Source: an optimization exercise on an open RTL-to-GDS flow (aim: small area, a short achievable clock period and few clock cycles per item). Production flows keep margins and buffers that such runs may drop.
Function was checked by simulation only, so behaviour that the tests miss may differ from the original.
Power is estimated from default activity; no workload was simulated.

## job 101
// misty1_core
module misty1_core (
    input  wire         clk,
    input  wire         rst,           
    input  wire         cmd_valid,
    output wire         cmd_ready,
    input  wire [1:0]   cmd_op,
    input  wire [7:0]   cmd_klen,
    input  wire [127:0] cmd_key,
    input  wire [63:0]  cmd_din,
    output reg          rsp_valid,
    output reg  [1:0]   rsp_status,
    output reg  [7:0]   rsp_info,
    output reg  [63:0]  rsp_dout
);
==> module misty1_core, before the edit <==
module misty1_core (
    input  wire         clk,
    input  wire         rst,           
    input  wire         cmd_valid,
    output wire         cmd_ready,
    input  wire [1:0]   cmd_op,
    input  wire [7:0]   cmd_klen,
    input  wire [127:0] cmd_key,
    input  wire [63:0]  cmd_din,
    output reg          rsp_valid,
    output reg  [1:0]   rsp_status,
    output reg  [7:0]   rsp_info,
    output reg  [63:0]  rsp_dout
);
    localparam OP_BLKSIZE = 2'd0;
    localparam OP_KEYLOAD = 2'd1;
    localparam OP_ENCRYPT = 2'd2;
    localparam OP_DECRYPT = 2'd3;
    localparam ST_OK       = 2'd0;
    localparam ST_BAD_KLEN = 2'd1;
    localparam ST_NO_KEY   = 2'd2;
    localparam S_IDLE = 2'd0;
    localparam S_KEY  = 2'd1;
    localparam S_RUN  = 2'd2;
    reg [1:0]  state;
    reg        kv;               
    reg [15:0] ek [0:15];        
    reg [2:0]  ks_i;             
    reg        decrypt;
    reg [31:0] d0, d1;
    assign cmd_ready = (state == S_IDLE);
    wire [2:0]  ks_next = ks_i + 3'd1;
    wire [15:0] ks_fi_out;
    misty1_fi u_ks_fi (.x(ek[{1'b0, ks_i}]), .ki(ek[{1'b0, ks_next}]), .y(ks_fi_out));
    reg  [2:0] grp;
    reg  [1:0] pos;
    wire       uop_fox = (pos != 2'd0);
    wire       uop_h   = decrypt ? (pos == 2'd2) : (pos == 2'd1);   
    wire [3:0] uop_k   = decrypt ? ((pos == 2'd1) ? 4'd7 - {grp, 1'b0} : 4'd6 - {grp, 1'b0})
                                 : ((pos == 2'd1) ? {grp, 1'b0} : {grp, 1'b1});
    wire [2:0]  fl_j = decrypt ? 3'd4 - grp : grp;
    wire [31:0] fl0_out, fl1_out;
    misty1_fl u_fl0 (.x(d0), .ka(ek[{1'b0, fl_j}]), .ko(ek[{1'b1, fl_j + 3'd6}]),
                     .inv(decrypt), .y(fl0_out));
    misty1_fl u_fl1 (.x(d1), .ka(ek[{1'b1, fl_j + 3'd2}]), .ko(ek[{1'b0, fl_j + 3'd4}]),
                     .inv(decrypt), .y(fl1_out));
    wire [2:0]  fo_k = uop_k[2:0];
    wire [31:0] fo_in = uop_h ? d0 : d1;
    wire [31:0] fo_out;
    misty1_fo u_fo (
        .x  (fo_in),
        .ko1(ek[{1'b0, fo_k}]),
        .ko2(ek[{1'b0, fo_k + 3'd2}]),
        .ko3(ek[{1'b0, fo_k + 3'd7}]),
        .ko4(ek[{1'b0, fo_k + 3'd4}]),
        .ki1(ek[{1'b1, fo_k + 3'd5}]),
        .ki2(ek[{1'b1, fo_k + 3'd1}]),
        .ki3(ek[{1'b1, fo_k + 3'd3}]),
        .y  (fo_out)
    );
    wire [31:0] fox_out = (uop_h ? d1 : d0) ^ fo_out;
    integer n;
    always @(posedge clk) begin
        if (rst) begin
            state     <= S_IDLE;
            kv        <= 1'b0;
            rsp_valid <= 1'b0;
        end else begin
            rsp_valid <= 1'b0;
            case (state)
                S_IDLE: begin
                    if (cmd_valid) begin
                        case (cmd_op)
                            OP_BLKSIZE: begin
                                rsp_valid  <= 1'b1;
                                rsp_status <= ST_OK;
                                rsp_info   <= 8'd8;
                                rsp_dout   <= 64'd0;
                            end
                            OP_KEYLOAD: begin
                                if (cmd_klen != 8'd16) begin
                                    rsp_valid  <= 1'b1;
                                    rsp_status <= ST_BAD_KLEN;
                                    rsp_info   <= cmd_klen;
                                    rsp_dout   <= 64'd0;
                                end else begin
                                    for (n = 0; n < 8; n = n + 1)
                                        ek[n] <= cmd_key[127 - 16*n -: 16];
                                    kv    <= 1'b0;
                                    ks_i  <= 3'd0;
                                    state <= S_KEY;
                                end
                            end
                            default: begin  
                                if (!kv) begin
                                    rsp_valid  <= 1'b1;
                                    rsp_status <= ST_NO_KEY;
                                    rsp_info   <= 8'd0;
                                    rsp_dout   <= 64'd0;
                                end else begin
                                    decrypt <= (cmd_op == OP_DECRYPT);
                                    if (cmd_op == OP_DECRYPT) begin
                                        d1 <= cmd_din[63:32];
                                        d0 <= cmd_din[31:0];
                                    end else begin
                                        d0 <= cmd_din[63:32];
                                        d1 <= cmd_din[31:0];
                                    end
                                    grp   <= 3'd0;
                                    pos   <= 2'd0;
                                    state <= S_RUN;
                                end
                            end
                        endcase
                    end
                end
                S_KEY: begin
                    ek[{1'b1, ks_i}] <= ks_fi_out;
                    ks_i <= ks_next;
                    if (ks_i == 3'd7) begin
                        kv         <= 1'b1;
                        rsp_valid  <= 1'b1;
                        rsp_status <= ST_OK;
                        rsp_info   <= 8'd0;
                        rsp_dout   <= 64'd0;
                        state      <= S_IDLE;
                    end
                end
                S_RUN: begin
                    if (uop_fox) begin
                        if (uop_h)
                            d1 <= fox_out;
                        else
                            d0 <= fox_out;
                    end else begin
                        d0 <= fl0_out;
                        d1 <= fl1_out;
                    end
                    if (pos == 2'd2) begin
                        pos <= 2'd0;
                        grp <= grp + 3'd1;
                    end else
                        pos <= pos + 2'd1;
                    if (grp == 3'd4) begin
                        rsp_valid  <= 1'b1;
                        rsp_status <= ST_OK;
                        rsp_info   <= 8'd0;
                        rsp_dout   <= decrypt ? {fl0_out, fl1_out} : {fl1_out, fl0_out};
                        state      <= S_IDLE;
                    end
                end
                default: state <= S_IDLE;
            endcase
        end
    end
endmodule
==> flow/config.mk <==
export PLATFORM = sky130hd
export DESIGN_NAME = misty1_core
export DESIGN_NICKNAME = misty1_core
export VERILOG_FILES = /design/flow/design.v
export SDC_FILE = /design/flow/constraint.sdc
export NUM_CORES = 4
export LEC_CHECK = 0
export CAP_MARGIN = 20
export CORE_MARGIN = 2
export CORE_UTILIZATION = 40
export SLEW_MARGIN = 20
export SYNTH_MEMORY_MAX_BITS = 65536
==> flow/constraint.sdc <==
create_clock -name core_clock -period 22.0 [get_ports {clk}]
set_input_delay 4.4000 -clock core_clock [delete_from_list [all_inputs] [get_ports {clk}]]
set_output_delay 4.4000 -clock core_clock [all_outputs]
set_load 0.01 [all_outputs]
run.sh (not shown) runs the stock make flow with config.mk's settings and CLKGATE_MAP_FILE= SYNTH_SCRIPT=/design/flow/synth_recipe.tcl, a recipe that flattens the netlist after the stock synthesis.
Testbench counts of job 101, summed over its fixed seeds: cycles 28,960, items 2,048.
Modified inputs, job 102 compared to job 101
==> flow/design.v, changed modules only <==
module misty1_core (
    input  wire         clk,
    input  wire         rst,           
    input  wire         cmd_valid,
    output wire         cmd_ready,
    input  wire [1:0]   cmd_op,
    input  wire [7:0]   cmd_klen,
    input  wire [127:0] cmd_key,
    input  wire [63:0]  cmd_din,
    output reg          rsp_valid,
    output reg  [1:0]   rsp_status,
    output reg  [7:0]   rsp_info,
    output reg  [63:0]  rsp_dout
);
    localparam OP_BLKSIZE = 2'd0;
    localparam OP_KEYLOAD = 2'd1;
    localparam OP_ENCRYPT = 2'd2;
    localparam OP_DECRYPT = 2'd3;
    localparam ST_OK       = 2'd0;
    localparam ST_BAD_KLEN = 2'd1;
    localparam ST_NO_KEY   = 2'd2;
    localparam S_IDLE = 2'd0;
    localparam S_KEY  = 2'd1;
    localparam S_RUN  = 2'd2;
    reg [1:0]  state;
    reg        kv;               
    reg [15:0] ek [0:15];        
    reg [2:0]  ks_i;             
    reg        decrypt;
    reg [31:0] d0, d1;
    assign cmd_ready = (state == S_IDLE);
    wire [2:0]  ks_next = ks_i + 3'd1;
    wire [15:0] ks_fi_out;
    misty1_fi u_ks_fi (.x(ek[{1'b0, ks_i}]), .ki(ek[{1'b0, ks_next}]), .y(ks_fi_out));
    reg  [2:0] grp;
    reg        pos;
    wire       uop_h = decrypt ? pos : ~pos;       
    wire [3:0] uop_k = decrypt ? (pos ? 4'd6 - {grp, 1'b0} : 4'd7 - {grp, 1'b0})
                               : {grp, pos};
    wire [2:0]  fl_j = decrypt ? 3'd4 - grp : grp;
    wire [31:0] fl0_out, fl1_out;
    misty1_fl u_fl0 (.x(d0), .ka(ek[{1'b0, fl_j}]), .ko(ek[{1'b1, fl_j + 3'd6}]),
                     .inv(decrypt), .y(fl0_out));
    misty1_fl u_fl1 (.x(d1), .ka(ek[{1'b1, fl_j + 3'd2}]), .ko(ek[{1'b0, fl_j + 3'd4}]),
                     .inv(decrypt), .y(fl1_out));
    wire [2:0]  fo_k = uop_k[2:0];
    wire [31:0] h0 = pos ? d0 : fl0_out;
    wire [31:0] h1 = pos ? d1 : fl1_out;
    wire [31:0] fo_in = uop_h ? h0 : h1;
    wire [31:0] fo_out;
    misty1_fo u_fo (
        .x  (fo_in),
        .ko1(ek[{1'b0, fo_k}]),
        .ko2(ek[{1'b0, fo_k + 3'd2}]),
        .ko3(ek[{1'b0, fo_k + 3'd7}]),
        .ko4(ek[{1'b0, fo_k + 3'd4}]),
        .ki1(ek[{1'b1, fo_k + 3'd5}]),
        .ki2(ek[{1'b1, fo_k + 3'd1}]),
        .ki3(ek[{1'b1, fo_k + 3'd3}]),
        .y  (fo_out)
    );
    wire [31:0] fox_out = (uop_h ? h1 : h0) ^ fo_out;
    integer n;
    always @(posedge clk) begin
        if (rst) begin
            state     <= S_IDLE;
            kv        <= 1'b0;
            rsp_valid <= 1'b0;
        end else begin
            rsp_valid <= 1'b0;
            case (state)
                S_IDLE: begin
                    if (cmd_valid) begin
                        case (cmd_op)
                            OP_BLKSIZE: begin
                                rsp_valid  <= 1'b1;
                                rsp_status <= ST_OK;
                                rsp_info   <= 8'd8;
                                rsp_dout   <= 64'd0;
                            end
                            OP_KEYLOAD: begin
                                if (cmd_klen != 8'd16) begin
                                    rsp_valid  <= 1'b1;
                                    rsp_status <= ST_BAD_KLEN;
                                    rsp_info   <= cmd_klen;
                                    rsp_dout   <= 64'd0;
                                end else begin
                                    for (n = 0; n < 8; n = n + 1)
                                        ek[n] <= cmd_key[127 - 16*n -: 16];
                                    kv    <= 1'b0;
                                    ks_i  <= 3'd0;
                                    state <= S_KEY;
                                end
                            end
                            default: begin  
                                if (!kv) begin
                                    rsp_valid  <= 1'b1;
                                    rsp_status <= ST_NO_KEY;
                                    rsp_info   <= 8'd0;
                                    rsp_dout   <= 64'd0;
                                end else begin
                                    decrypt <= (cmd_op == OP_DECRYPT);
                                    if (cmd_op == OP_DECRYPT) begin
                                        d1 <= cmd_din[63:32];
                                        d0 <= cmd_din[31:0];
                                    end else begin
                                        d0 <= cmd_din[63:32];
                                        d1 <= cmd_din[31:0];
                                    end
                                    grp   <= 3'd0;
                                    pos   <= 1'b0;
                                    state <= S_RUN;
                                end
                            end
                        endcase
                    end
                end
                S_KEY: begin
                    ek[{1'b1, ks_i}] <= ks_fi_out;
                    ks_i <= ks_next;
                    if (ks_i == 3'd7) begin
                        kv         <= 1'b1;
                        rsp_valid  <= 1'b1;
                        rsp_status <= ST_OK;
                        rsp_info   <= 8'd0;
                        rsp_dout   <= 64'd0;
                        state      <= S_IDLE;
                    end
                end
                S_RUN: begin
                    if (uop_h) begin
                        d0 <= h0;
                        d1 <= fox_out;
                    end else begin
                        d0 <= fox_out;
                        d1 <= h1;
                    end
                    pos <= ~pos;
                    if (pos)
                        grp <= grp + 3'd1;
                    if (grp == 3'd4) begin
                        rsp_valid  <= 1'b1;
                        rsp_status <= ST_OK;
                        rsp_info   <= 8'd0;
                        rsp_dout   <= decrypt ? {fl0_out, fl1_out} : {fl1_out, fl0_out};
                        state      <= S_IDLE;
                    end
                end
                default: state <= S_IDLE;
            endcase
        end
    end
endmodule
Notes after the runs:
- Any difference in minimum hold slack between job 101 and job 102 is small enough to ignore.
- Total placed instance area (higher): job 102
- Number of clock-tree buffers in the layout (job 102 / job 101): 1.13
- Going from job 101 to job 102, relative contribution of combinational cells to total power moved down, via count moved up.
- Arrival time at the worst endpoint ended up 1.79 ns higher on job 102 than on job 101.
- Total met3 wirelength after detailed routing is lower on job 101
- Job 102 vs. job 101: register-to-register setup slack went down 1.69 ns; flip-flop and latch count flat.
Testbench counts of job 102, summed over its fixed seeds: cycles 20,768, items 2,048.

## static timing again, ports no longer ideal
No port has a modelled driver above. Below, the same layouts with a new extraction and two added sets of constraints.
Step 1 (the two cells are an assumption about what drives the block):
set clk [get_ports {clk}]
set_driving_cell -lib_cell sky130_fd_sc_hd__clkbuf_16 $clk
set_driving_cell -lib_cell sky130_fd_sc_hd__buf_2 [delete_from_list [all_inputs] $clk]
Step 2, shift: input delay + t, output delay - t, t = (earliest + latest rising clock arrival at the registers) / 2. This alone moves slack from input paths to output paths.
a / b / c = no drivers / after step 1 / after step 2; a / b = the first two.
run | t, ns | slack for setup (ns) | worst register clock-pin slew, ns | cell pins on the clock port's net
job 101 | 0.718 | 10.952 / 10.952 / 10.952 | 0.07 / 0.07 | 1
job 102 | 0.700 | 9.262 / 9.262 / 9.262 | 0.07 / 0.07 | 1
After both steps setup and hold are still met in every run listed.
